This design comes from an exercise in tuning for small area, a short achievable clock period and few clock cycles per item on the open sky130 flow, not from production work. Where RTL was checked, it was by simulation tests only, not by an equivalence proof against the original. The RTL of run 4 was laid out without a check of its function.

`design/flow/flow/run.sh`:
```
#!/bin/bash
# The standard layout, except that the port buffers are buf_1 cells instead
# of ORFS's default choice. make's output goes to standard.log, each ORFS
# step's to orfs/logs.
bash standard.sh 'BUFFER_PORTS_ARGS=-buffer_cell sky130_fd_sc_hd__buf_1' finish > standard.log 2>&1
```
`design/flow/config.mk`:
```
export PLATFORM = sky130hd
export DESIGN_NAME = cfc_cipher
export DESIGN_NICKNAME = cfc_cipher
export VERILOG_FILES = /design/flow/design.v
export SDC_FILE = /design/flow/constraint.sdc
export NUM_CORES = 8
export LEC_CHECK = 0
export CAP_MARGIN = 20
export CORE_MARGIN = 2
export CORE_UTILIZATION = 65
export PLACE_DENSITY = 0.75
export SETUP_SLACK_MARGIN = 2
export SLEW_MARGIN = 20
export SYNTH_HIERARCHICAL = 1
export TNS_END_PERCENT = 0
```
`design/flow/standard.sh`:
```
#!/bin/bash
# synth_recipe.tcl (not shown) runs the flow's synth.tcl, then flattens the netlist and writes it again
# the make line also repeats each setting of config.mk as NAME=value (left out here)
make -C /OpenROAD-flow-scripts/flow DESIGN_CONFIG=/design/flow/config.mk WORK_HOME=/design/flow/orfs CLKGATE_MAP_FILE= SYNTH_SCRIPT=/design/flow/synth_recipe.tcl "${@:-finish}"
```
`design/flow/constraint.sdc`:
```
create_clock -name core_clock -period 10.0 [get_ports {clk}]
set_input_delay 2.0000 -clock core_clock [delete_from_list [all_inputs] [get_ports {clk}]]
set_output_delay 2.0000 -clock core_clock [all_outputs]
set_load 0.01 [all_outputs]
```
`design/flow/design.v`:
```
module aes_sbox_ed (input wire [7:0] af, input wire [7:0] ai, input wire [7:0] k, input wire inv, output wire [7:0] y);
    wire [7:0] t, o; wire [3:0] d, di;
    aes_sb_in  u_in (.af(af), .ai(ai), .inv(inv), .t(t));
    aes_gf_delta u_d (.h(t[7:4]), .l(t[3:0]), .d(d));
    aes_gf_inv u_inv (.p(d), .y(di));
    aes_gf_mul u_mh (.p(t[7:4]), .q(di), .y(o[7:4]));
    aes_gf_mul u_ml (.p(t[7:4] ^ t[3:0]), .q(di), .y(o[3:0]));
    aes_sb_out u_out (.o(o), .k(k), .inv(inv), .y(y));
endmodule
module aes_sb_in (input wire [7:0] af, input wire [7:0] ai, input wire inv, output wire [7:0] t);
    assign t[0] = inv ? (~(ai[4] ^ ai[5])) : (af[0] ^ af[5]);
    assign t[1] = inv ? (~(ai[0] ^ ai[1] ^ ai[5])) : (af[2] ^ af[3] ^ af[5]);
    assign t[2] = inv ? (ai[1] ^ ai[4] ^ ai[5]) : (af[1] ^ af[6] ^ af[7]);
    assign t[3] = inv ? (ai[0] ^ ai[1] ^ ai[2] ^ ai[4]) : (af[1] ^ af[3] ^ af[6] ^ af[7]);
    assign t[4] = inv ? (~(ai[1] ^ ai[2] ^ ai[7])) : (af[2] ^ af[3] ^ af[4] ^ af[6] ^ af[7]);
    assign t[5] = inv ? (~(ai[0] ^ ai[4] ^ ai[5] ^ ai[6])) : (af[2] ^ af[3] ^ af[5] ^ af[7]);
    assign t[6] = inv ? (ai[1] ^ ai[2] ^ ai[3] ^ ai[4] ^ ai[5] ^ ai[7]) : (af[1] ^ af[4] ^ af[5] ^ af[6]);
    assign t[7] = inv ? (ai[1] ^ ai[2] ^ ai[6] ^ ai[7]) : (af[5] ^ af[7]);
endmodule
module aes_sb_out (input wire [7:0] o, input wire [7:0] k, input wire inv, output wire [7:0] y);
    assign y[0] = inv ? (o[0] ^ o[1] ^ o[5] ^ o[7] ^ k[0]) : (~(o[0] ^ o[4] ^ o[5] ^ o[7]));
    assign y[1] = inv ? (o[4] ^ o[5] ^ o[6] ^ k[1]) : (~(o[0] ^ o[2]));
    assign y[2] = inv ? (o[2] ^ o[3] ^ o[5] ^ o[7] ^ k[2]) : (o[0] ^ o[1] ^ o[3]);
    assign y[3] = inv ? (o[2] ^ o[3] ^ k[3]) : (o[0] ^ o[4] ^ o[6]);
    assign y[4] = inv ? (o[2] ^ o[6] ^ o[7] ^ k[4]) : (o[0] ^ o[1] ^ o[2] ^ o[4] ^ o[5] ^ o[7]);
    assign y[5] = inv ? (o[1] ^ o[5] ^ o[7] ^ k[5]) : (~(o[1] ^ o[2] ^ o[4] ^ o[5] ^ o[7]));
    assign y[6] = inv ? (o[1] ^ o[2] ^ o[4] ^ o[6] ^ k[6]) : (~(o[4] ^ o[7]));
    assign y[7] = inv ? (o[1] ^ o[5] ^ k[7]) : (o[1] ^ o[2] ^ o[3] ^ o[4]);
endmodule
module aes_gf_mul (input wire [3:0] p, input wire [3:0] q, output wire [3:0] y);
    wire [6:0] r = ({7{q[0]}} & {3'b0,p}) ^ ({7{q[1]}} & {2'b0,p,1'b0}) ^ ({7{q[2]}} & {1'b0,p,2'b0}) ^ ({7{q[3]}} & {p,3'b0});
    assign y = r[3:0] ^ {r[6:4],1'b0} ^ {1'b0,r[6:4]};
endmodule
module aes_gf_delta (input wire [3:0] h, input wire [3:0] l, output wire [3:0] d);
    wire [6:0] r = ({7{l[0]}} & {3'b0,h}) ^ ({7{l[1]}} & {2'b0,h,1'b0}) ^ ({7{l[2]}} & {1'b0,h,2'b0}) ^ ({7{l[3]}} & {h,3'b0});
    wire [3:0] hl = r[3:0] ^ {r[6:4],1'b0} ^ {1'b0,r[6:4]};
    assign d[0] = h[2] ^ h[3] ^ l[0] ^ l[2] ^ hl[0];
    assign d[1] = h[0] ^ h[1] ^ l[2] ^ hl[1];
    assign d[2] = h[1] ^ h[2] ^ l[1] ^ l[3] ^ hl[2];
    assign d[3] = h[0] ^ h[1] ^ h[2] ^ l[3] ^ hl[3];
endmodule
module aes_gf_inv (input wire [3:0] p, output reg [3:0] y);
    always @(*) begin
        case (p)
            4'd0: y = 4'd0;
            4'd1: y = 4'd1;
            4'd2: y = 4'd9;
            4'd3: y = 4'd14;
            4'd4: y = 4'd13;
            4'd5: y = 4'd11;
            4'd6: y = 4'd7;
            4'd7: y = 4'd6;
            4'd8: y = 4'd15;
            4'd9: y = 4'd2;
            4'd10: y = 4'd12;
            4'd11: y = 4'd5;
            4'd12: y = 4'd10;
            4'd13: y = 4'd4;
            4'd14: y = 4'd3;
            4'd15: y = 4'd8;
            default: y = 4'd0;
        endcase
    end
endmodule
module aes_sbox (input wire [7:0] a, output wire [7:0] y);
    wire [7:0] t, o; wire [3:0] d, di;
    aes_sbf_in  u_in (.a(a), .t(t));
    aes_gf_delta u_d (.h(t[7:4]), .l(t[3:0]), .d(d));
    aes_gf_inv u_inv (.p(d), .y(di));
    aes_gf_mul u_mh (.p(t[7:4]), .q(di), .y(o[7:4]));
    aes_gf_mul u_ml (.p(t[7:4] ^ t[3:0]), .q(di), .y(o[3:0]));
    aes_sbf_out u_out (.o(o), .y(y));
endmodule
module aes_sbf_in (input wire [7:0] a, output wire [7:0] t);
    assign t[0] = a[0] ^ a[5];
    assign t[1] = a[2] ^ a[3] ^ a[5];
    assign t[2] = a[1] ^ a[6] ^ a[7];
    assign t[3] = a[1] ^ a[3] ^ a[6] ^ a[7];
    assign t[4] = a[2] ^ a[3] ^ a[4] ^ a[6] ^ a[7];
    assign t[5] = a[2] ^ a[3] ^ a[5] ^ a[7];
    assign t[6] = a[1] ^ a[4] ^ a[5] ^ a[6];
    assign t[7] = a[5] ^ a[7];
endmodule
module aes_sbf_out (input wire [7:0] o, output wire [7:0] y);
    assign y[0] = ~(o[0] ^ o[4] ^ o[5] ^ o[7]);
    assign y[1] = ~(o[0] ^ o[2]);
    assign y[2] = o[0] ^ o[1] ^ o[3];
    assign y[3] = o[0] ^ o[4] ^ o[6];
    assign y[4] = o[0] ^ o[1] ^ o[2] ^ o[4] ^ o[5] ^ o[7];
    assign y[5] = ~(o[1] ^ o[2] ^ o[4] ^ o[5] ^ o[7]);
    assign y[6] = ~(o[4] ^ o[7]);
    assign y[7] = o[1] ^ o[2] ^ o[3] ^ o[4];
endmodule
module aes_mixcol (
    input  wire [31:0] col,
    input  wire        inv,
    output wire [31:0] y
);
    function [7:0] xt(input [7:0] v);
        xt = {v[6:0], 1'b0} ^ (v[7] ? 8'h1b : 8'h00);
    endfunction
    wire [7:0] a0 = col[31:24];
    wire [7:0] a1 = col[23:16];
    wire [7:0] a2 = col[15:8];
    wire [7:0] a3 = col[7:0];
    wire [7:0] m0 = xt(a0 ^ a1) ^ a1 ^ a2 ^ a3;
    wire [7:0] m1 = xt(a1 ^ a2) ^ a2 ^ a3 ^ a0;
    wire [7:0] m2 = xt(a2 ^ a3) ^ a3 ^ a0 ^ a1;
    wire [7:0] m3 = xt(a3 ^ a0) ^ a0 ^ a1 ^ a2;
    wire [7:0] u  = xt(xt(a0 ^ a2));
    wire [7:0] v  = xt(xt(a1 ^ a3));
    wire [7:0] uv = xt(u ^ v);
    wire [7:0] w0 = inv ? (u ^ uv) : 8'h00;
    wire [7:0] w1 = inv ? (v ^ uv) : 8'h00;
    assign y = {m0 ^ w0, m1 ^ w1, m2 ^ w0, m3 ^ w1};
endmodule
module cfc_cipher (
    input  wire         clk,
    input  wire         rst,       
    input  wire         start,
    input  wire         first,
    input  wire         dec,
    input  wire [127:0] key,
    input  wire [127:0] din,
    output wire         ready,
    output wire         done,
    output wire [127:0] dout
);
    localparam [127:0] DEFAULT_IV = 128'h562e17996d093d28ddb3ba695a2e6f58;
    reg         busy;       
    reg         kexp;       
    reg         fin;        
    reg [3:0]   rnd;        
    reg         done_r;
    reg         mode_dec;   
    reg [127:0] state;      
    reg [127:0] rk;         
    reg [127:0] skey;       
    reg [127:0] blk;        
    reg [127:0] chain;      
    wire accept = ~busy & start;
    assign ready = ~busy;
    assign done  = done_r;
    assign dout  = state;
    reg [7:0] rcon;
    always @(*) begin
        case (rnd)
            4'd1:    rcon = 8'h01;
            4'd2:    rcon = 8'h02;
            4'd3:    rcon = 8'h04;
            4'd4:    rcon = 8'h08;
            4'd5:    rcon = 8'h10;
            4'd6:    rcon = 8'h20;
            4'd7:    rcon = 8'h40;
            4'd8:    rcon = 8'h80;
            4'd9:    rcon = 8'h1b;
            4'd10:   rcon = 8'h36;
            default: rcon = 8'h00;
        endcase
    end
    wire         kback = mode_dec & ~kexp;
    wire [127:0] ks    = busy ? rk : skey;
    wire [31:0]  w0 = ks[127:96];
    wire [31:0]  w1 = ks[95:64];
    wire [31:0]  w2 = ks[63:32];
    wire [31:0]  w3 = ks[31:0];
    wire [31:0]  ksb_in = !busy ? (skey[31:0] ^ skey[63:32]) :
                          kback ? (rk[31:0] ^ rk[63:32]) : rk[31:0];
    wire [31:0]  ksb_out;
    genvar i;
    generate
        for (i = 0; i < 4; i = i + 1) begin : g_ksbox
            aes_sbox u_ks (.a(ksb_in[31-8*i -: 8]), .y(ksb_out[31-8*i -: 8]));
        end
    endgenerate
    wire [31:0]  kt = {ksb_out[23:0], ksb_out[31:24]} ^ {rcon, 24'h0};
    wire [31:0]  f0 = w0 ^ kt;
    wire [31:0]  f1 = w1 ^ f0;
    wire [31:0]  f2 = w2 ^ f1;
    wire [31:0]  f3 = w3 ^ f2;
    wire [127:0] rk_fwd = {f0, f1, f2, f3};
    wire [127:0] rk_bwd = {f0, w1 ^ w0, w2 ^ w1, w3 ^ w2};
    wire         rdec = mode_dec;
    wire [127:0] t;
    wire [127:0] xs_rnd;
    genvar c, r;
    generate
        for (c = 0; c < 4; c = c + 1) begin : g_col
            for (r = 0; r < 4; r = r + 1) begin : g_row
                localparam integer CE = (c + r) % 4;
                localparam integer CD = (c + 4 - r) % 4;
                aes_sbox_ed u_sb (.af(state[127-8*(4*CE+r) -: 8]),
                                  .ai(state[127-8*(4*CD+r) -: 8]),
                                  .k(rk[127-8*(4*c+r) -: 8]),
                                  .inv(rdec),
                                  .y(t[127-8*(4*c+r) -: 8]));
            end
            wire [31:0] tc = t[127-32*c -: 32];
            wire [31:0] mc;
            aes_mixcol u_mc (.col(tc), .inv(rdec), .y(mc));
            assign xs_rnd[127-32*c -: 32] = fin ? tc : mc;
        end
    endgenerate
    wire [127:0] ys_rnd = rdec ? (fin ? chain : 128'h0) : rk_fwd;
    wire [127:0] acc_k  = first ? (DEFAULT_IV ^ key) : (skey ^ (mode_dec ? 128'h0 : state));
    wire [127:0] xs = !busy ? din   : kexp ? blk    : xs_rnd;
    wire [127:0] ys = !busy ? acc_k : kexp ? rk_fwd : ys_rnd;
    wire [127:0] start_key = first ? key : skey;
    wire         start_dec = first ? dec : mode_dec;
    always @(posedge clk) begin
        if (busy | start)
            state <= xs ^ ys;
    end
    always @(posedge clk) begin
        if (rst) begin
            busy   <= 1'b0;
            kexp   <= 1'b0;
            fin    <= 1'b0;
            done_r <= 1'b0;
            rnd    <= 4'd10;
        end else begin
            done_r <= 1'b0;
            if (!busy) begin
                rk <= rk_bwd;      
                if (start) begin
                    busy <= 1'b1;
                    fin  <= 1'b0;
                    if (start_dec) begin
                        if (first) begin
                            rk   <= key;
                            rnd  <= 4'd1;
                            kexp <= 1'b1;
                        end else begin
                            rnd  <= 4'd9;
                        end
                    end else begin
                        if (first) skey <= key;
                        rk    <= start_key;
                        rnd   <= 4'd1;
                    end
                end
            end else if (kexp) begin
                rnd <= rnd + 4'd1;
                if (rnd == 4'd10) begin
                    skey  <= rk_fwd;
                    rnd   <= 4'd9;
                    kexp  <= 1'b0;
                end else begin
                    rk <= rk_fwd;
                end
            end else begin
                if (mode_dec) begin
                    rk  <= rk_bwd;
                    rnd <= rnd - 4'd1;
                    fin <= (rnd == 4'd1);
                end else begin
                    rk  <= rk_fwd;
                    rnd <= rnd + 4'd1;
                    fin <= (rnd == 4'd9);
                end
                if (fin) begin
                    busy   <= 1'b0;
                    done_r <= 1'b1;
                    rnd    <= 4'd10;
                end
            end
        end
    end
    always @(posedge clk) begin
        if (accept & ~rst) begin
            blk <= din;
            if (first) begin
                mode_dec <= dec;
                chain    <= DEFAULT_IV;
            end else begin
                chain    <= blk;
            end
        end
    end
endmodule
```
==> results of run 1 <==
==> final cells by class <==
cell class / count / area, sq um / area share (%)
Inverter: 96 / 408 / 0.422
Clock inverter: 42 / 477 / 0.493
Tap cell: 1650 / 2060 / 2.13
Timing Repair Buffer: 1061 / 7020 / 7.26
Antenna cell: 3 / 7.51 / 0.00776
Clock buffer: 98 / 2190 / 2.26
Multi-Input combinational cell: 7818 / 65000 / 67.2
Sequential cell: 657 / 19600 / 20.2
==> cell usage in the layout (no fill, tap or decap), types with 67 or more instances in the layout <==
cell / netlist / routed
xnor3_2: 44 / 110
a22oi_1: 93 / 93
nand2b_1: 270 / 269
nand2_1: 1265 / 1264
xnor2_1: 1884 / 1673
o21ai_0: 422 / 397
a21oi_1: 568 / 523
xor2_1: 898 / 812
mux2i_1: 401 / 344
xor2_2: 46 / 81
buf_1: 32 / 389
nor2b_1: 237 / 236
nor2_1: 477 / 464
or2_2: 67 / 67
buf_4: 5 / 633
clkbuf_16: 0 / 90
xnor3_1: 225 / 159
xnor2_2: 49 / 196
a31oi_1: 111 / 111
inv_1: 95 / 83
edfxtp_1: 641 / 641
ha_1: 148 / 148
==> what timing repair did <==
action	in CTS	in global routing
setup endpoints to repair	286	216
hold endpoints to repair	0	0
cloned	2	5
pin swaps	19	110
buffers inserted	105	229
gates resized for setup	269	396
==> synthesized netlist by cell type, types with 21 or more instances <==
master	instances
buf_1	32
a2bb2oi_1	21
nor2b_1	237
o211ai_1	26
nand3_1	40
nand2_1	1265
ha_1	148
o21a_1	21
inv_1	95
xor3_1	58
nor3_1	27
a21oi_1	568
mux2i_1	401
buf_6	47
xnor3_1	225
edfxtp_1	641
and3_1	46
nand2b_1	270
buf_2	68
clkbuf_1	314
xor2_2	46
or2_2	67
o21ai_0	422
a31oi_1	111
and2b_1	40
xnor2_2	49
o221ai_1	34
xnor2_1	1884
xor2_1	898
nor2_1	477
nor3b_1	51
xnor3_2	44
a22oi_1	93
a21boi_0	33
nand2_2	40
==> worst max-delay path, delay by kind of cell (launching register included) <==
kind            cells  cell delay (ps)
fa+ha+maj           1              210
buf+inv             6             1100
simple gates        4              610
flops               1              380
compound gates      3              480
xor+xnor           14             4500
mux                 1              500
==> registers in the layout, indices dropped and copies added (netlist names) <==
| name | cells |
|---|---|
| blk | 128 |
| busy | 1 |
| chain | 128 |
| done_r | 1 |
| fin | 1 |
| kexp | 1 |
| mode_dec | 1 |
| rcon | 8 |
| rk | 128 |
| rnd | 4 |
| skey | 128 |
| state | 128 |
==> through the flow <==
stage                     utilization, %  area (sq um)  hold slack (ps)
after floorplan                        -         82800              508
after global placement              68.9         86800              510
after detailed placement            68.9         86800              518
after CTS                           73.2         92200              501
after global routing                76.8         96700              540
final                               76.8         96700              500
==> modules after synthesis, one instance, submodules excluded <==
| module | copies in the design | cell area (sq um) | flops+latches |
|---|---|---|---|
| aes_gf_mul | 40 | 213 | 0 |
| aes_sbf_in | 4 | 135 | 0 |
| aes_sbox | 4 | 35.0 | 0 |
| aes_sbf_out | 4 | 158 | 0 |
| aes_sb_in | 16 | 342 | 0 |
| aes_sb_out | 16 | 357 | 0 |
| cfc_cipher | 1 | 43500 | 657 |
| aes_gf_delta | 20 | 274 | 0 |
| aes_gf_inv | 20 | 221 | 0 |
| aes_sbox_ed | 16 | 35.0 | 0 |
| aes_mixcol | 4 | 1910 | 0 |
==> kinds of logic after synthesis <==
logic type | count (synthesis) | synth area share (%)
xor gates and xnor gates | 3205 | 40.5
and+or+nand+nor | 2571 | 14.2
AOI/OAI and AO/OA | 1415 | 9.85
DFF | 657 | 23.7
buffers and inverters | 562 | 3.11
muxes | 479 | 6.37
adders and majority gates | 148 | 2.24
==> worst paths after layout <==
check / from / endpoint / slack, ps / cells after the start
worst min register to register: blk[37]$_DFFE_PP_ / chain[37]$_SDFFCE_PP1P_ / 500 / 1
worst max-delay path: mode_dec$_DFFE_PP_ / state[27]$_DFFE_PN_ / 1910 / 29
worst min-delay path: blk[37]$_DFFE_PP_ / chain[37]$_SDFFCE_PP1P_ / 500 / 1
worst max register to register: mode_dec$_DFFE_PP_ / state[27]$_DFFE_PN_ / 1910 / 29
==> metal layers <==
layer  wire length (microns)  part of all wire [%]  track usage [%]  vias up
met5                      49                 0.016                0        -
li1                        -                     -                -    31600
met4                   20000                   6.5             24.6        8
met1                  112000                    37             60.2    34900
met3                   44800                    15             12.3      874
met2                  129000                    42             63.9     4922
==> metrics.md, run 1 <==
| Metric | Value |
|---|---|
| RSZ-0062 raised after global routing | yes |
| FMAX | 124 MHz |
| Post-synth cell types | 65 |
| Grt ovf | 0 |
| CP most frequent cell | xnor2_1 |
| CTS tree | yes |
| Max-Cap Viols | 0 |
| Top_reg_cell synth | edfxtp_1 |
| Max stage delay on crit path | 540 ps |
| CP Launch Type | flop |
| Tightest Hold Check Type | reg2reg |
| Worst Path Max Fanout | 14 |
| Area of the die | 130,000 sq um |
| Post-route setup slack | 1910 ps |
| Main area contributors after synthesis | edfxtp_1 (23%), xnor2_1 (20%), xor2_1 (9.5%), xnor3_1 (6.1%), nand2_1 (5.8%) |
| Clk_skew | 55.6 ps |
| Routability cong. | 1.03 |
| WP data required | 10,440 ps |
| Top-area cell type share of the netlist area | 23.3% |
| Finished Layout Cells | 11,400 |
| CTS clk-pin slew, worst paths | 60 ps |
| CTS Hold Buffers Added | 0 |
| DP Cell Count | 10,900 |
| Starting Density | 65.6% |
| Antenna violations before repair | 10 |
| Avg Vias per Cell | 6.33 |
| Post-Place Setup Slack | 594 ps |
| Layout Area Growth over Synthesis | 17.1% |
| Worst slew margin | 14.7% |
| CP endpoint kind | flop |
| Initial DRC Count | 10,300 |
| FP Rows | 130 |
| Number of global-route vias before repair | 66,400 |
| Post-DP HPWL | 216,000 microns |
| Total Wirelength | 306,000 microns |
| Min Tclk post-route | 8090 ps |
| Share of layout cells above drive strength 1 | 16.5% |
| FFs w/ async S/R, synth | 0% |
| Avg Cell Area, Syn | 9.14 sq um |
| Fill count | 8,839 |
| Routed len/inst | 26.7 microns |
| Setup violations, final | 0 |
| I/O pin count | 391 |
| Slowest CP cell | xnor2_2 |
| Most area-hungry cell type in the Yosys netlist | edfxtp_1 |
| Cells after Synth | 9,037 |
| First-pass GRT wire length | 434,000 microns |
| Post-route antenna net violation count | 0 |
| Vias | 72,300 |
| Sum Neg Setup Slack | 0 ps |
| DRC errors left | 0 |
| Worst slew pin tran | 1280 ps |
| Number of H-tree levels | 3 |
| CTS buffer count | 81 |
| Syn nets | 9,446 |
| Total GRT Usage | 44.3% |
| CP arrival | 8530 ps |
| Ys Warns | 9 |
| Setup CP Type | reg2reg |
| Bufs on Longest Clock Path | 3 |
| Clk latency of the worst-skew pair | 730 ps |
| Largest net degree at the start of global routing | 194 |
| Register area share after synthesis | 23.7% |
| Tcrit/Tclk final | 80.9% |
| Final slew viol count | 0 |
| Standard cell core area | 126,000 sq um |
| # nets final | 10,100 |
| DRT Pass-1 Iters | 9 |
| Die Span X | 360 microns |
| Port Buffers | 390 |
| CTS sink cnt | 657 |
| Die height | 360 microns |
| Clock Tree Root | clkbuf_16 |
| EDFF count, synth | 641 |
| Final Hold Fails | 0 |
| Mapped Area | 82,600 sq um |
| Outcome | timing/DRC/antenna clean |
| Synth Register Bits | 657 |
Testbench counts, summed over its fixed seeds: cycles 26,330, blocks 2,182.
==> run 2, diff against run 1 <==
--- a/design/flow/config.mk
+++ b/design/flow/config.mk
@@ -9,5 +9,5 @@
 export CORE_MARGIN = 2
-export CORE_UTILIZATION = 65
-export PLACE_DENSITY = 0.75
-export SETUP_SLACK_MARGIN = 2
+export CORE_UTILIZATION = 70
+export PLACE_DENSITY = 0.8
+export SETUP_SLACK_MARGIN = 1.5
 export SLEW_MARGIN = 20
==> run 2 against run 1 <==
Via count down 1.6%. Cell area fell by 4.0%. Still clean on timing, DRC and antenna. Register-to-register slack lost 370 ps. Fmax fell by 4.3%. Sequential share of layout area rose by 0.84 points. Global-route usage up 1.6 points. Non-clock buffer count is 242 lower. Synthesized cell count unchanged.
==> metrics.md, run 2 <==
| Metric | Value |
|---|---|
| I/O pin count | 391 |
| Max-Cap Viols | 0 |
| Layout Area Growth over Synthesis | 12.5% |
| CP endpoint kind | flop |
| Tcrit/Tclk final | 84.5% |
| Setup CP Type | reg2reg |
| Hold slack | 532 ps |
| Highest Signal Layer | met5 |
| RR Startpoint | state[114]$_DFFE_PN_ |
| Area of the multi-input gates | 63,200 sq um |
| DRC errors left | 0 |
| Die Span X | 347 microns |
| Hold Path Depth | 1 |
| Final slew viol count | 0 |
| Outcome | timing/DRC/antenna clean |
| Largest net degree at the start of global routing | 182 |
| Standard cell core area | 117,000 sq um |
| Share of layout cells above drive strength 1 | 12.6% |
| Avg Cell Area, Syn | 9.14 sq um |
| Tightest Hold Check Type | reg2reg |
| Number of global-route vias before repair | 66,200 |
| Clk_skew | 41.9 ps |
| WL met2 | 122,000 microns |
| CTS tree | yes |
| WP data required | 10,380 ps |
| Register area share after synthesis | 23.7% |
| CP Launch Type | flop |
| Post-DP HPWL | 212,000 microns |
| Reg2reg end | state[83]$_DFFE_PN_ |
| Synth Register Bits | 657 |
| Vias | 71,200 |
| FMAX | 118 MHz |
| FP Rows | 126 |
| Most area-hungry cell type in the Yosys netlist | edfxtp_1 |
| Total Wirelength | 291,000 microns |
| Area of the die | 121,000 sq um |
| CP arrival | 8840 ps |
| Worst slew pin tran | 1220 ps |
| Grt ovf | 0 |
| First-pass GRT wire length | 419,000 microns |
| Avg Vias per Cell | 6.42 |
| Routed len/inst | 26.2 microns |
| CTS Hold Buffers Added | 0 |
| Post-route antenna net violation count | 0 |
| Setup violations, final | 0 |
| Synth cell count leaders | xnor2_1 (1,884), nand2_1 (1,265), xor2_1 (898), edfxtp_1 (641), a21oi_1 (568) |
| Final Hold Fails | 0 |
| Worst Path Max Fanout | 8 |
| Post-synth cell types | 65 |
| Setup crit end | state[83]$_DFFE_PN_ |
| Top-area cell type share of the netlist area | 23.3% |
| Commonest cells after routing, fill and taps aside | xnor2_1 (1,754), nand2_1 (1,262), xor2_1 (824), edfxtp_1 (641), a21oi_1 (528) |
| Syn nets | 9,446 |
| Ys Warns | 9 |
| FFs w/ async S/R, synth | 0% |
| Initial DRC Count | 11,000 |
| CTS sink cnt | 657 |
| Cells after Synth | 9,037 |
| Core Util, Final | 79.1% |
| Count leader, synth | xnor2_1 |
| DR WL met3 | 43,100 microns |
| Port Buffers | 390 |
| Die height | 347 microns |
| DRT Pass-1 Iters | 12 |
| R2r worst-path depth | 27 |
| M1 WL | 105,000 microns |
| Clk latency of the worst-skew pair | 690 ps |
| Worst slew margin | 19.0% |
| Sum Neg Setup Slack | 0 ps |
| EDFF count, synth | 641 |
| FF/Latch Area | 19,600 sq um |
| Top_reg_cell synth | edfxtp_1 |
| Crit. Startpoint | state[114]$_DFFE_PN_ |
| Starting Density | 70.3% |
| Fill count | 7,971 |
| Number of H-tree levels | 3 |
| Post-route setup slack | 1550 ps |
| Bufs on Longest Clock Path | 3 |
| Clock Tree Root | clkbuf_16 |
| Main area contributors after synthesis | edfxtp_1 (23%), xnor2_1 (20%), xor2_1 (9.5%), xnor3_1 (6.1%), nand2_1 (5.8%) |
| Total GRT Usage | 45.9% |
| Routability cong. | 1.05 |
| Mapped Area | 82,600 sq um |
| Post-Place Setup Slack | 342 ps |
| RSZ-0062 raised after global routing | yes |
| Most common cell after layout, fill and taps aside | xnor2_1 |
| Antenna violations before repair | 17 |
| Min Tclk post-route | 8450 ps |
| CTS buffer count | 81 |
| CTS clk-pin slew, worst paths | 60 ps |
| Worst R2R Setup Slack | 1550 ps |
| # nets final | 9,882 |
==> run 2: cell counts after synthesis <==
No cell type changed its count.
==> run 2: final cells by class <==
class                      instances  area share, %
clock inverter                    56          0.655
multi-input combinational       7818           68.1
clock buffer                      94           2.29
inverter                          96          0.414
tap                             1536           2.07
timing repair buffer             819           5.40
antenna                            6         0.0162
sequential                       657           21.1
==> run 2: cell families after synthesis <==
group	after synthesis	synth area share, %
simple gates	2571	14.2
compound gates	1415	9.85
fa+ha+maj	148	2.24
flops	657	23.7
buf+inv	562	3.11
mux	479	6.37
xor+xnor	3205	40.5
==> run 2: modules after synthesis, one instance, submodules excluded, excerpt <==
module        flip-flops and latches  times used  area (sq um)
aes_sbox_ed                        0          16          35.0
aes_gf_mul                         0          40           213
aes_sbf_out                        0           4           158
aes_sb_in                          0          16           342
aes_gf_delta                       0          20           274
aes_mixcol                         0           4          1910
cfc_cipher                       657           1         43500
aes_sbox                           0           4          35.0
aes_sbf_in                         0           4           135
==> run 2: repair_timing <==
action / 4_1_cts / 5_1_grt
setup endpoints to repair: 141 / 190
pin swaps: 2 / 23
gates cloned: 0 / 1
setup buffers: 31 / 110
resized for setup: 112 / 276
==> run 2: critical path, stage by stage, from the launching register on <==
cell and delay [ps]:
edfxtp_1 620, xnor3_1 530, xor2_1 220, a21oi_4 380, nand2_2 110, xnor2_2 160, xnor2_2 180, xnor2_2 400
inv_1 150, ha_1 220, mux4_2 460, inv_1 250, nand2_1 90, xnor3_2 430, xnor3_1 570, xor2_2 320
xor2_1 220, xor2_1 590, xnor2_1 250, xnor3_1 350, xnor3_1 350, nand2b_1 220, xnor2_1 400, mux2i_1 130
o21ai_0 260, xnor2_1 120, nor2_1 100, a21oi_1 60
==> run 2: worst min-delay path by stage <==
stage / start / end / slack [ps]
after floorplan: blk[10]$_DFFE_PP_ / chain[10]$_SDFFCE_PP1P_ / 510
after global placement: blk[3]$_DFFE_PP_ / chain[3]$_SDFFCE_PP1P_ / 510
after detailed placement: blk[114]$_DFFE_PP_ / chain[114]$_SDFFCE_PP1P_ / 520
after CTS: blk[103]$_DFFE_PP_ / chain[103]$_SDFFCE_PP1P_ / 530
after global routing: blk[63]$_DFFE_PP_ / chain[63]$_SDFFCE_PP1P_ / 540
final: blk[63]$_DFFE_PP_ / chain[63]$_SDFFCE_PP1P_ / 530
==> run 2: stage by stage <==
step | area [sq um] | cells
floorplan | 82800 | 9037
global placement | 86300 | 10800
detailed placement | 86400 | 10800
CTS | 90100 | 11000
global route | 92900 | 11100
finish | 92900 | 11100
==> run 2: routing by layer <==
metal,GRT usage (%),vias to the layer above
met5,1.16,-
met4,25.6,12
met3,13.7,882
met2,66.3,5091
met1,61.5,34100
li1,-,31100
==> run 3, diff against run 2 <==
==> design/flow/flow/run.sh (replaced) <==
#!/bin/bash
# The standard layout, except: the port buffers are buf_1 cells, and timing
# repair resizes, swaps pins and clones gates but does not insert buffers.
# make's output goes to standard.log, each ORFS step's to orfs/logs.
bash standard.sh 'BUFFER_PORTS_ARGS=-buffer_cell sky130_fd_sc_hd__buf_1' \
    'SETUP_MOVE_SEQUENCE=unbuffer,sizeup,swap,clone' finish > standard.log 2>&1
--- a/design/flow/config.mk
+++ b/design/flow/config.mk
@@ -9,4 +9,4 @@
 export CORE_MARGIN = 2
-export CORE_UTILIZATION = 70
-export PLACE_DENSITY = 0.8
+export CORE_UTILIZATION = 65
+export PLACE_DENSITY = 0.75
 export SETUP_SLACK_MARGIN = 1.5
==> run 3 against run 2 <==
Fmax shrank 7.6%. Synthesized cell count stayed put. Count of clock-buffer cells in the layout increased by 4. First-iteration DRC count decreased by 12%. Critical endpoint is now state[95]$_DFFE_PN_.
==> metrics.md, run 3 <==
| Metric | Value |
|---|---|
| Outcome | timing/DRC/antenna clean |
| Most area-hungry cell type in the Yosys netlist | edfxtp_1 |
| Grt ovf | 0 |
| DRC errors left | 0 |
| Avg Vias per Cell | 6.28 |
| Top-area cell type share of the netlist area | 23.3% |
| Total GRT Usage | 43.5% |
| CP Launch Type | flop |
| RSZ-0062 raised after global routing | yes |
| R2r worst-path depth | 26 |
| Bufs on Longest Clock Path | 3 |
| Hold Path Depth | 1 |
| Post-route setup slack | 855 ps |
| Ys Warns | 9 |
| Max-Cap Viols | 0 |
| Main combinational cell family by area after synthesis | XOR/XNOR gates |
| Post-DP HPWL | 216,000 microns |
| Most common cell after layout, fill and taps aside | xnor2_1 |
| Number of H-tree levels | 3 |
| Routability cong. | 1.03 |
| Setup CP Type | reg2reg |
| Synth cell count leaders | xnor2_1 (1,884), nand2_1 (1,265), xor2_1 (898), edfxtp_1 (641), a21oi_1 (568) |
| Reg2reg end | state[95]$_DFFE_PN_ |
| Register area share after synthesis | 23.7% |
| FFs w/ async S/R, synth | 0% |
| Number of global-route vias before repair | 65,500 |
| Mapped Area | 82,600 sq um |
| Antenna violations before repair | 7 |
| Sum Neg Setup Slack | 0 ps |
| Top_reg_cell synth | edfxtp_1 |
| Starting Density | 65.6% |
| CP arrival | 9570 ps |
| Post-route antenna net violation count | 0 |
| Share of layout cells above drive strength 1 | 9.24% |
| I/O pin count | 391 |
| Final Hold Fails | 0 |
| Port Buffers | 390 |
| CTS sink cnt | 657 |
| Adder-cell share of the synthesized area | 2.24% |
| Hold Path Sink | chain[37]$_SDFFCE_PP1P_ |
| Hold Path Origin | blk[37]$_DFFE_PP_ |
| Avg Cell Area, Syn | 9.14 sq um |
| Worst R2R Setup Slack | 850 ps |
| Vias | 69,700 |
| FP Rows | 130 |
| Post-synth cell types | 65 |
| DRT Pass-1 Iters | 6 |
| CTS buffer count | 81 |
| Die Span X | 360 microns |
| CP endpoint kind | flop |
| Final slew viol count | 0 |
| Clock Tree Root | clkbuf_16 |
| Standard cell core area | 126,000 sq um |
| Layout Area Growth over Synthesis | 8.95% |
| Die height | 360 microns |
| RR Startpoint | mode_dec$_DFFE_PP_ |
| FMAX | 109 MHz |
| Synth Register Bits | 657 |
| # nets final | 9,786 |
| Syn nets | 9,446 |
| Min Tclk post-route | 9150 ps |
| Mux cell area share after synthesis | 6.37% |
| Setup violations, final | 0 |
| Worst slew margin | 16.8% |
| Commonest cells after routing, fill and taps aside | xnor2_1 (1,849), nand2_1 (1,264), xor2_1 (876), edfxtp_1 (641), a21oi_1 (550) |
| Fill count | 9,873 |
| Clk_skew | 56.4 ps |
| CTS clk-pin slew, worst paths | 60 ps |
| Area of the die | 130,000 sq um |
| Total Wirelength | 291,000 microns |
| Largest net degree at the start of global routing | 194 |
| Main area contributors after synthesis | edfxtp_1 (23%), xnor2_1 (20%), xor2_1 (9.5%), xnor3_1 (6.1%), nand2_1 (5.8%) |
| Post-synthesis compound-gate area fraction | 9.85% |
| Initial DRC Count | 9,675 |
| Count leader, synth | xnor2_1 |
| Post-Place Setup Slack | 594 ps |
| Worst slew pin tran | 1250 ps |
| Clk latency of the worst-skew pair | 730 ps |
| Tcrit/Tclk final | 91.5% |
| Post-synthesis xor/xnor area fraction | 40.5% |
| EDFF count, synth | 641 |
| Cells after Synth | 9,037 |
| CTS tree | yes |
| Worst Path Max Fanout | 10 |
| First-pass GRT wire length | 427,000 microns |
| Post-CTS Setup Bufs | 0 |
| Tightest Hold Check Type | reg2reg |
| WP data required | 10,430 ps |
| Routed len/inst | 26.2 microns |
| Post-synthesis simple-gate area fraction | 14.2% |
run 3: cell types whose count changed in the layout (fill, tap and decap cells not counted), moves of 19 or more:
cell / previous run / this run
xor2_1: 824 / 876
xnor2_4: 23 / 0
xnor3_2: 64 / 44
xnor2_2: 156 / 84
xnor2_1: 1754 / 1849
buf_4: 401 / 321
mux2i_1: 351 / 382
xnor3_1: 205 / 225
xor2_4: 21 / 2
a21oi_2: 35 / 16
xor2_2: 99 / 66
a21oi_1: 528 / 550
run 3: worst max-delay path: stages (launching register included):
cell and delay [ps]:
edfxtp_1 800, nor2b_2 700, nand2_1 140, xor2_1 160, o21ai_0 550, xnor2_2 300, xor2_2 480, nand2_2 130
xnor2_2 180, xnor2_2 180, xnor2_2 410, inv_1 160, ha_1 340, nor2b_1 160, o21ai_0 140, o31ai_2 250
nand2_1 160, xnor3_2 400, xnor2_1 440, xnor3_2 550, xnor2_1 260, xnor2_1 180, xnor2_2 720, xnor2_1 170
nand2_1 120, o211ai_1 130, xnor2_1 650
run 3: per-stage QoR:
step	hold WS (ps)	cell area, sq um	util (%)	cells
finish	500	90000	71.5	11100
global route	541	90000	71.5	11100
CTS	501	89800	71.3	11100
detailed placement	518	86800	68.9	10900
global placement	510	86800	68.9	10900
floorplan	508	82800	-	9037
run 3: worst max-delay path by stage:
stage                          endpoint                start
floorplan           state[15]$_DFFE_PN_   mode_dec$_DFFE_PP_
global placement    state[37]$_DFFE_PN_  state[85]$_DFFE_PN_
detailed placement  state[37]$_DFFE_PN_  state[85]$_DFFE_PN_
CTS                 state[37]$_DFFE_PN_   mode_dec$_DFFE_PP_
global route        state[37]$_DFFE_PN_  state[61]$_DFFE_PN_
finish              state[95]$_DFFE_PN_   mode_dec$_DFFE_PP_
run 3: logic make-up after synthesis:
kind of cell | after synthesis
and+or+nand+nor | 2571
xor gates and xnor gates | 3205
adders and majority gates | 148
muxes | 479
buffers and inverters | 562
AOI/OAI and AO/OA | 1415
DFF | 657
run 3: area by class of cell:
class	count	area, sq um	share of cell area, %
flip-flops and latches	657	19600	21.8
diodes	3	7.51	0.00834
well taps	1650	2060	2.29
clock inverters	42	477	0.530
multi-input cells	7820	61200	68.0
repair buffers	721	4070	4.53
inverters	96	382	0.424
clock buffers	98	2190	2.43
run 3: timing repair:
item,in CTS,in global routing
setup endpoints to repair,151,242
gates cloned,3,0
hold endpoints to repair,0,0
resized for setup,50,26
hold buffers,0,0
run 3: Yosys stat by module (local to each module, per instance):
module | times used | area (sq um) | flip-flops and latches | cells
aes_mixcol | 4 | 1910 | 0 | 200
aes_sb_out | 16 | 357 | 0 | 45
aes_gf_inv | 20 | 221 | 0 | 28
aes_sb_in | 16 | 342 | 0 | 35
aes_sbf_in | 4 | 135 | 0 | 13
aes_gf_mul | 40 | 213 | 0 | 27
aes_sbox_ed | 16 | 35.0 | 0 | 4
aes_gf_delta | 20 | 274 | 0 | 37
aes_sbox | 4 | 35.0 | 0 | 4
cfc_cipher | 1 | 43500 | 657 | 4393
aes_sbf_out | 4 | 158 | 0 | 13
run 3: routing by layer:
metal | vias up | routed length (microns) | track usage [%]
met5 | - | 214 | 0.185
met4 | 10 | 18000 | 23.8
met3 | 707 | 40100 | 11.4
met2 | 4423 | 122000 | 62.6
met1 | 33600 | 111000 | 59.6
li1 | 30900 | - | -
==> run 4, diff against run 3 <==
--- a/design/flow/design.v
+++ b/design/flow/design.v
@@ -1,2 +1,2 @@
-module aes_sbox_ed (input wire [7:0] af, input wire [7:0] ai, input wire [7:0] k, input wire inv, output wire [7:0] y);
+module aes_sbox_ed (input wire [7:0] af, input wire [7:0] ai, input wire inv, output wire [7:0] y);
     wire [7:0] t, o; wire [3:0] d, di;
@@ -7,3 +7,3 @@
     aes_gf_mul u_ml (.p(t[7:4] ^ t[3:0]), .q(di), .y(o[3:0]));
-    aes_sb_out u_out (.o(o), .k(k), .inv(inv), .y(y));
+    aes_sb_out u_out (.o(o), .inv(inv), .y(y));
 endmodule
@@ -19,11 +19,11 @@
 endmodule
-module aes_sb_out (input wire [7:0] o, input wire [7:0] k, input wire inv, output wire [7:0] y);
-    assign y[0] = inv ? (o[0] ^ o[1] ^ o[5] ^ o[7] ^ k[0]) : (~(o[0] ^ o[4] ^ o[5] ^ o[7]));
-    assign y[1] = inv ? (o[4] ^ o[5] ^ o[6] ^ k[1]) : (~(o[0] ^ o[2]));
-    assign y[2] = inv ? (o[2] ^ o[3] ^ o[5] ^ o[7] ^ k[2]) : (o[0] ^ o[1] ^ o[3]);
-    assign y[3] = inv ? (o[2] ^ o[3] ^ k[3]) : (o[0] ^ o[4] ^ o[6]);
-    assign y[4] = inv ? (o[2] ^ o[6] ^ o[7] ^ k[4]) : (o[0] ^ o[1] ^ o[2] ^ o[4] ^ o[5] ^ o[7]);
-    assign y[5] = inv ? (o[1] ^ o[5] ^ o[7] ^ k[5]) : (~(o[1] ^ o[2] ^ o[4] ^ o[5] ^ o[7]));
-    assign y[6] = inv ? (o[1] ^ o[2] ^ o[4] ^ o[6] ^ k[6]) : (~(o[4] ^ o[7]));
-    assign y[7] = inv ? (o[1] ^ o[5] ^ k[7]) : (o[1] ^ o[2] ^ o[3] ^ o[4]);
+module aes_sb_out (input wire [7:0] o, input wire inv, output wire [7:0] y);
+    assign y[0] = inv ? (o[0] ^ o[1] ^ o[5] ^ o[7]) : (~(o[0] ^ o[4] ^ o[5] ^ o[7]));
+    assign y[1] = inv ? (o[4] ^ o[5] ^ o[6]) : (~(o[0] ^ o[2]));
+    assign y[2] = inv ? (o[2] ^ o[3] ^ o[5] ^ o[7]) : (o[0] ^ o[1] ^ o[3]);
+    assign y[3] = inv ? (o[2] ^ o[3]) : (o[0] ^ o[4] ^ o[6]);
+    assign y[4] = inv ? (o[2] ^ o[6] ^ o[7]) : (o[0] ^ o[1] ^ o[2] ^ o[4] ^ o[5] ^ o[7]);
+    assign y[5] = inv ? (o[1] ^ o[5] ^ o[7]) : (~(o[1] ^ o[2] ^ o[4] ^ o[5] ^ o[7]));
+    assign y[6] = inv ? (o[1] ^ o[2] ^ o[4] ^ o[6]) : (~(o[4] ^ o[7]));
+    assign y[7] = inv ? (o[1] ^ o[5]) : (o[1] ^ o[2] ^ o[3] ^ o[4]);
 endmodule
@@ -95,22 +95,73 @@
     input  wire [31:0] col,
-    input  wire        inv,
     output wire [31:0] y
 );
-    function [7:0] xt(input [7:0] v);
-        xt = {v[6:0], 1'b0} ^ (v[7] ? 8'h1b : 8'h00);
-    endfunction
-    wire [7:0] a0 = col[31:24];
-    wire [7:0] a1 = col[23:16];
-    wire [7:0] a2 = col[15:8];
-    wire [7:0] a3 = col[7:0];
-    wire [7:0] m0 = xt(a0 ^ a1) ^ a1 ^ a2 ^ a3;
-    wire [7:0] m1 = xt(a1 ^ a2) ^ a2 ^ a3 ^ a0;
-    wire [7:0] m2 = xt(a2 ^ a3) ^ a3 ^ a0 ^ a1;
-    wire [7:0] m3 = xt(a3 ^ a0) ^ a0 ^ a1 ^ a2;
-    wire [7:0] u  = xt(xt(a0 ^ a2));
-    wire [7:0] v  = xt(xt(a1 ^ a3));
-    wire [7:0] uv = xt(u ^ v);
-    wire [7:0] w0 = inv ? (u ^ uv) : 8'h00;
-    wire [7:0] w1 = inv ? (v ^ uv) : 8'h00;
-    assign y = {m0 ^ w0, m1 ^ w1, m2 ^ w0, m3 ^ w1};
+    wire [7:0] a [0:3];
+    wire [7:0] p [0:3];    
+    wire [7:0] x [0:3];    
+    wire [7:0] q [0:3];    
+    wire [7:0] s02, s13;
+    genvar i, b;
+    generate
+        for (i = 0; i < 4; i = i + 1) begin : g_a
+            assign a[i] = col[31-8*i -: 8];
+        end
+        for (i = 0; i < 4; i = i + 1) begin : g_byte
+            for (b = 0; b < 8; b = b + 1) begin : g_bit
+                aes_xor2 u_p (.a(a[i][b]), .b(a[(i+1)%4][b]), .y(p[i][b]));
+                aes_xor2 u_q (.a(p[(i+1)%4][b]), .b(a[(i+3)%4][b]), .y(q[i][b]));
+            end
+            assign x[i][0] = p[i][7];
+            aes_xor2 u_x1 (.a(p[i][0]), .b(p[i][7]), .y(x[i][1]));
+            assign x[i][2] = p[i][1];
+            aes_xor2 u_x3 (.a(p[i][2]), .b(p[i][7]), .y(x[i][3]));
+            aes_xor2 u_x4 (.a(p[i][3]), .b(p[i][7]), .y(x[i][4]));
+            assign x[i][5] = p[i][4];
+            assign x[i][6] = p[i][5];
+            assign x[i][7] = p[i][6];
+            for (b = 0; b < 8; b = b + 1) begin : g_out
+                aes_xor2 u_y (.a(q[i][b]), .b(x[i][b]), .y(y[31-8*i-7+b]));
+            end
+        end
+    endgenerate
+endmodule
+module aes_xor2 (
+    input  wire a,
+    input  wire b,
+    output wire y
+);
+    assign y = a ^ b;
+endmodule
+module aes_inv_pre (
+    input  wire [31:0] col,
+    output wire [31:0] y
+);
+    wire [7:0] a [0:3];
+    wire [7:0] d [0:1];    
+    wire [7:0] m [0:1];    
+    wire [1:0] d67;
+    genvar i, b;
+    generate
+        for (i = 0; i < 4; i = i + 1) begin : g_a
+            assign a[i] = col[31-8*i -: 8];
+        end
+        for (i = 0; i < 2; i = i + 1) begin : g_d
+            for (b = 0; b < 8; b = b + 1) begin : g_bit
+                aes_xor2 u_d (.a(a[i][b]), .b(a[i+2][b]), .y(d[i][b]));
+            end
+            aes_xor2 u_67 (.a(d[i][6]), .b(d[i][7]), .y(d67[i]));
+            assign m[i][0] = d[i][6];
+            assign m[i][1] = d67[i];
+            aes_xor2 u_m2 (.a(d[i][0]), .b(d[i][7]), .y(m[i][2]));
+            aes_xor2 u_m3 (.a(d[i][1]), .b(d[i][6]), .y(m[i][3]));
+            aes_xor2 u_m4 (.a(d[i][2]), .b(d67[i]),  .y(m[i][4]));
+            aes_xor2 u_m5 (.a(d[i][3]), .b(d[i][7]), .y(m[i][5]));
+            assign m[i][6] = d[i][4];
+            assign m[i][7] = d[i][5];
+        end
+        for (i = 0; i < 4; i = i + 1) begin : g_y
+            for (b = 0; b < 8; b = b + 1) begin : g_bit
+                aes_xor2 u_y (.a(a[i][b]), .b(m[i%2][b]), .y(y[31-8*i-7+b]));
+            end
+        end
+    endgenerate
 endmodule
@@ -193,3 +244,2 @@
                                   .ai(state[127-8*(4*CD+r) -: 8]),
-                                  .k(rk[127-8*(4*c+r) -: 8]),
                                   .inv(rdec),
@@ -198,4 +248,6 @@
             wire [31:0] tc = t[127-32*c -: 32];
+            wire [31:0] pc;
+            aes_inv_pre u_pre (.col(tc ^ rk[127-32*c -: 32]), .y(pc));
             wire [31:0] mc;
-            aes_mixcol u_mc (.col(tc), .inv(rdec), .y(mc));
+            aes_mixcol u_mc (.col(rdec ? pc : tc), .y(mc));
             assign xs_rnd[127-32*c -: 32] = fin ? tc : mc;
@@ -203,3 +255,3 @@
     endgenerate
-    wire [127:0] ys_rnd = rdec ? (fin ? chain : 128'h0) : rk_fwd;
+    wire [127:0] ys_rnd = rdec ? (fin ? (rk ^ chain) : 128'h0) : rk_fwd;
     wire [127:0] acc_k  = first ? (DEFAULT_IV ^ key) : (skey ^ (mode_dec ? 128'h0 : state));
==> design/flow/run.sh (new file) <==
#!/bin/bash
# synth_recipe.tcl (not shown) runs the flow's synth.tcl, then flattens the netlist and writes it again
# the make line also repeats each setting of config.mk as NAME=value (left out here)
make -C /OpenROAD-flow-scripts/flow DESIGN_CONFIG=/design/flow/config.mk WORK_HOME=/design/flow/orfs CLKGATE_MAP_FILE= SYNTH_SCRIPT=/design/flow/synth_recipe.tcl finish
--- a/design/flow/config.mk
+++ b/design/flow/config.mk
@@ -11,3 +11,3 @@
 export PLACE_DENSITY = 0.75
-export SETUP_SLACK_MARGIN = 1.5
+export SETUP_SLACK_MARGIN = 1
 export SLEW_MARGIN = 20
removed: design/flow/flow/run.sh
removed: design/flow/standard.sh
==> run 4 against run 3 <==
Now fails the layout checks on max-capacitance violations, max-slew violations. Global-route usage up 7.7 points. Worst hold slack better by 23 ps. Via count up 7.9%. Clock skew rose by 3.8 ps. Core utilization increased by 4.6 points. Synthesized cell count up 1.6%. Critical path type unchanged. Largest cell class unchanged. Highest routed layer unchanged.
==> metrics.md, run 4 <==
| Metric | Value |
|---|---|
| Layout check failures | max-capacitance violations, max-slew violations |
| Finished Layout Cells | 11,500 |
| Register area share after synthesis | 23.5% |
| Count leader, synth | xor2_1 |
| Area of the die | 131,000 sq um |
| DRC errors left | 0 |
| Syn nets | 9,590 |
| CP arrival | 9700 ps |
| RSZ-0062 raised after global routing | yes |
| Clock Tree Root | clkbuf_16 |
| Synth cell count leaders | xor2_1 (1,619), xnor2_1 (1,406), nand2_1 (1,180), edfxtp_1 (641), a21oi_1 (588) |
| Grt ovf | 0 |
| Die height | 362 microns |
| Top-area cell type share of the netlist area | 23.2% |
| Sum Neg Setup Slack | 0 ps |
| Min Tclk post-route | 9260 ps |
| Routability cong. | 1.10 |
| Largest net degree at the start of global routing | 156 |
| Layout Area Growth over Synthesis | 16.3% |
| Most area-hungry cell type in the Yosys netlist | edfxtp_1 |
| Delay-heaviest family, CP | XOR/XNOR gates |
| CTS clk-pin slew, worst paths | 60 ps |
| Max-Cap Viols | 1 |
| Ys Warns | 10 |
| Clk_skew | 60.2 ps |
| Port Buffers | 390 |
| Die Span X | 362 microns |
| Final slew viol count | 1 |
| CTS sink cnt | 657 |
| Max stage delay on crit path | 670 ps |
| CP endpoint kind | flop |
| CP Launch Type | flop |
| Routed len/inst | 30.7 microns |
| Standard cell core area | 127,000 sq um |
| Post-route antenna net violation count | 0 |
| FFs w/ async S/R, synth | 0% |
| Outcome | failed layout checks |
| Cells after Synth | 9,181 |
| CTS Hold Buffers Added | 0 |
| Number of global-route vias before repair | 69,900 |
| Setup violations, final | 0 |
| Total Wirelength | 352,000 microns |
| I/O pin count | 391 |
| Post-DP HPWL | 259,000 microns |
| Antenna violations before repair | 18 |
| Main area contributors after synthesis | edfxtp_1 (23%), xor2_1 (17%), xnor2_1 (15%), nand2_1 (5.3%), xnor3_1 (4.8%) |
| Crit path buf inv count | 3 |
| Avg Cell Area, Syn | 9.05 sq um |
| Worst slew pin tran | 1490 ps |
| Slowest CP cell | xnor2_1 |
| Starting Density | 65.3% |
| CTS tree | yes |
| DRT Pass-1 Iters | 7 |
| Worst Path Max Fanout | 12 |
| Tcrit/Tclk final | 92.6% |
| EDFF count, synth | 641 |
| Avg Vias per Cell | 6.56 |
| Synth Register Bits | 657 |
| Bufs on Longest Clock Path | 3 |
| Commonest cells after routing, fill and taps aside | xor2_1 (1,525), xnor2_1 (1,285), nand2_1 (1,179), edfxtp_1 (641), a21oi_1 (560) |
| Core Util, Final | 76.0% |
| Top_reg_cell synth | edfxtp_1 |
| Post-route setup slack | 744 ps |
| Vias | 75,200 |
| Total GRT Usage | 51.2% |
| Final Hold Fails | 0 |
| Number of H-tree levels | 3 |
| Setup CP Type | reg2reg |
| Worst slew margin | -2.40% |
| # nets final | 10,100 |
| Mapped Area | 83,100 sq um |
| FP Rows | 131 |
| WP data required | 10,440 ps |
| Tightest Hold Check Type | reg2reg |
| Share of layout cells above drive strength 1 | 14.2% |
| Post-Place Setup Slack | 74.7 ps |
| Fill count | 8,675 |
| FMAX | 108 MHz |
| Initial DRC Count | 12,300 |
| First-pass GRT wire length | 487,000 microns |
| Post-synth cell types | 56 |
| Most common cell after layout, fill and taps aside | xor2_1 |
| CTS buffer count | 79 |
| Clk latency of the worst-skew pair | 720 ps |
| CP most frequent cell | xor2_1 |
| DP Cell Count | 11,100 |
## run 4: cell types whose count changed after synthesis, moves of 26 or more
cell      delta
and3_1      -39
buf_2       -33
buf_4       +31
mux2_2     +137
mux2i_1     -42
nand2_1     -85
nor2_1      +66
o211ai_1    -26
xnor2_1    -478
xnor3_1     -49
xor2_1     +721
xor2_2      -28
## run 4: logic make-up (layout without fill, tap and decap cells)
logic type | after synthesis | after routing | synth area share [%]
and+or+nand+nor | 2468 | 2468 | 13.5
buffers and inverters | 586 | 1185 | 3.24
adders and majority gates | 148 | 148 | 2.23
other | 0 | 11 | 0
DFF | 657 | 657 | 23.5
xor gates and xnor gates | 3352 | 3352 | 40.4
AOI/OAI and AO/OA | 1416 | 1416 | 9.84
muxes | 554 | 554 | 7.24
## run 4: Yosys stat by module (local to each module, per instance), excerpt
| module | copies in the design | area, sq um | flops+latches | cells inside |
|---|---|---|---|---|
| aes_sbf_out | 4 | 158 | 0 | 13 |
| aes_xor2 | 664 | 8.76 | 0 | 1 |
| aes_gf_mul | 40 | 213 | 0 | 27 |
| cfc_cipher | 1 | 46700 | 657 | 4737 |
| aes_sbox | 4 | 35.0 | 0 | 4 |
| aes_sb_in | 16 | 342 | 0 | 35 |
| aes_sb_out | 16 | 299 | 0 | 41 |
## run 4: per-layer routing
layer  track usage (%)  share of wire (%)  up-vias
li1                  -                  -    31700
met1              61.1                 33    35700
met2              73.0                 40     6108
met3              19.0                 15     1665
met4              42.8                 11       16
met5              1.59               0.11        -
## run 4: layout make-up
type / count / area, sq um / share of cell area [%]
Multi-Input combinational cell: 7938 / 63500 / 65.7
Sequential cell: 657 / 19600 / 20.3
Timing Repair Buffer: 946 / 8530 / 8.82
Clock buffer: 97 / 2090 / 2.16
Tap cell: 1662 / 2080 / 2.15
Clock inverter: 46 / 472 / 0.488
Inverter: 96 / 384 / 0.397
Antenna cell: 11 / 27.5 / 0.0285
## run 4: metrics by stage
step | hold slack [ps] | instance area, sq um
CTS | 526 | 93500
finish | 523 | 96700
detailed placement | 520 | 89900
floorplan | 508 | 83100
global placement | 512 | 89900
global route | 544 | 96700
## run 4: path summary, 6_finish.rpt
path | depth (start not counted) | to | slack, ps | start
setup / recovery | 31 | state[103]$_DFFE_PN_ | 740 | state[121]$_DFFE_PN_
hold reg to reg | 1 | chain[14]$_SDFFCE_PP1P_ | 520 | blk[14]$_DFFE_PP_
setup reg to reg | 31 | state[103]$_DFFE_PN_ | 740 | state[121]$_DFFE_PN_
hold / removal | 1 | chain[14]$_SDFFCE_PP1P_ | 520 | blk[14]$_DFFE_PP_
## run 4: what timing repair did
action	in CTS	in global routing
cloned	0	2
setup buffers	37	124
setup endpoints to repair	123	176
pin swaps	1	44
resized for setup	102	288
## run 4: worst reg2reg max path: cells and delay by family, from the launching register on
family	cells	cell delay, ps
buffers and inverters	3	600
AOI/OAI and AO/OA	4	930
and+or+nand+nor	3	390
xor gates and xnor gates	17	5370
DFF	1	520
muxes	3	870
adders and majority gates	1	310

## separate check: timing with driven ports
No port has a modelled driver above. Below, the same layouts with a new extraction and two added sets of constraints. Step 1, drivers: a clkbuf_16 drives clk and a buf_2 each remaining input, both assumed. Step 2 moves the port delays by t, midway between the first and last clock arrival at a register: inputs arrive t later, outputs are due t later. That takes back most of the time a late clock gives input paths. Three values: ideal ports, drivers, drivers and shift; two values: the first two.
run | shift t [ns] | setup WS [ns] | worst setup path after step 2 | clock arrival spread, ns
run 1 | 0.786 | 1.912 / 1.912 / 1.912 | register to register | 0.057 / 0.056
run 2 | 0.751 | 1.547 / 1.547 / 1.547 | register to register | 0.042 / 0.042
run 3 | 0.782 | 0.855 / 0.855 / 0.855 | register to register | 0.056 / 0.057
run 4 | 0.776 | 0.743 / 0.743 / 0.743 | register to register | 0.061 / 0.061
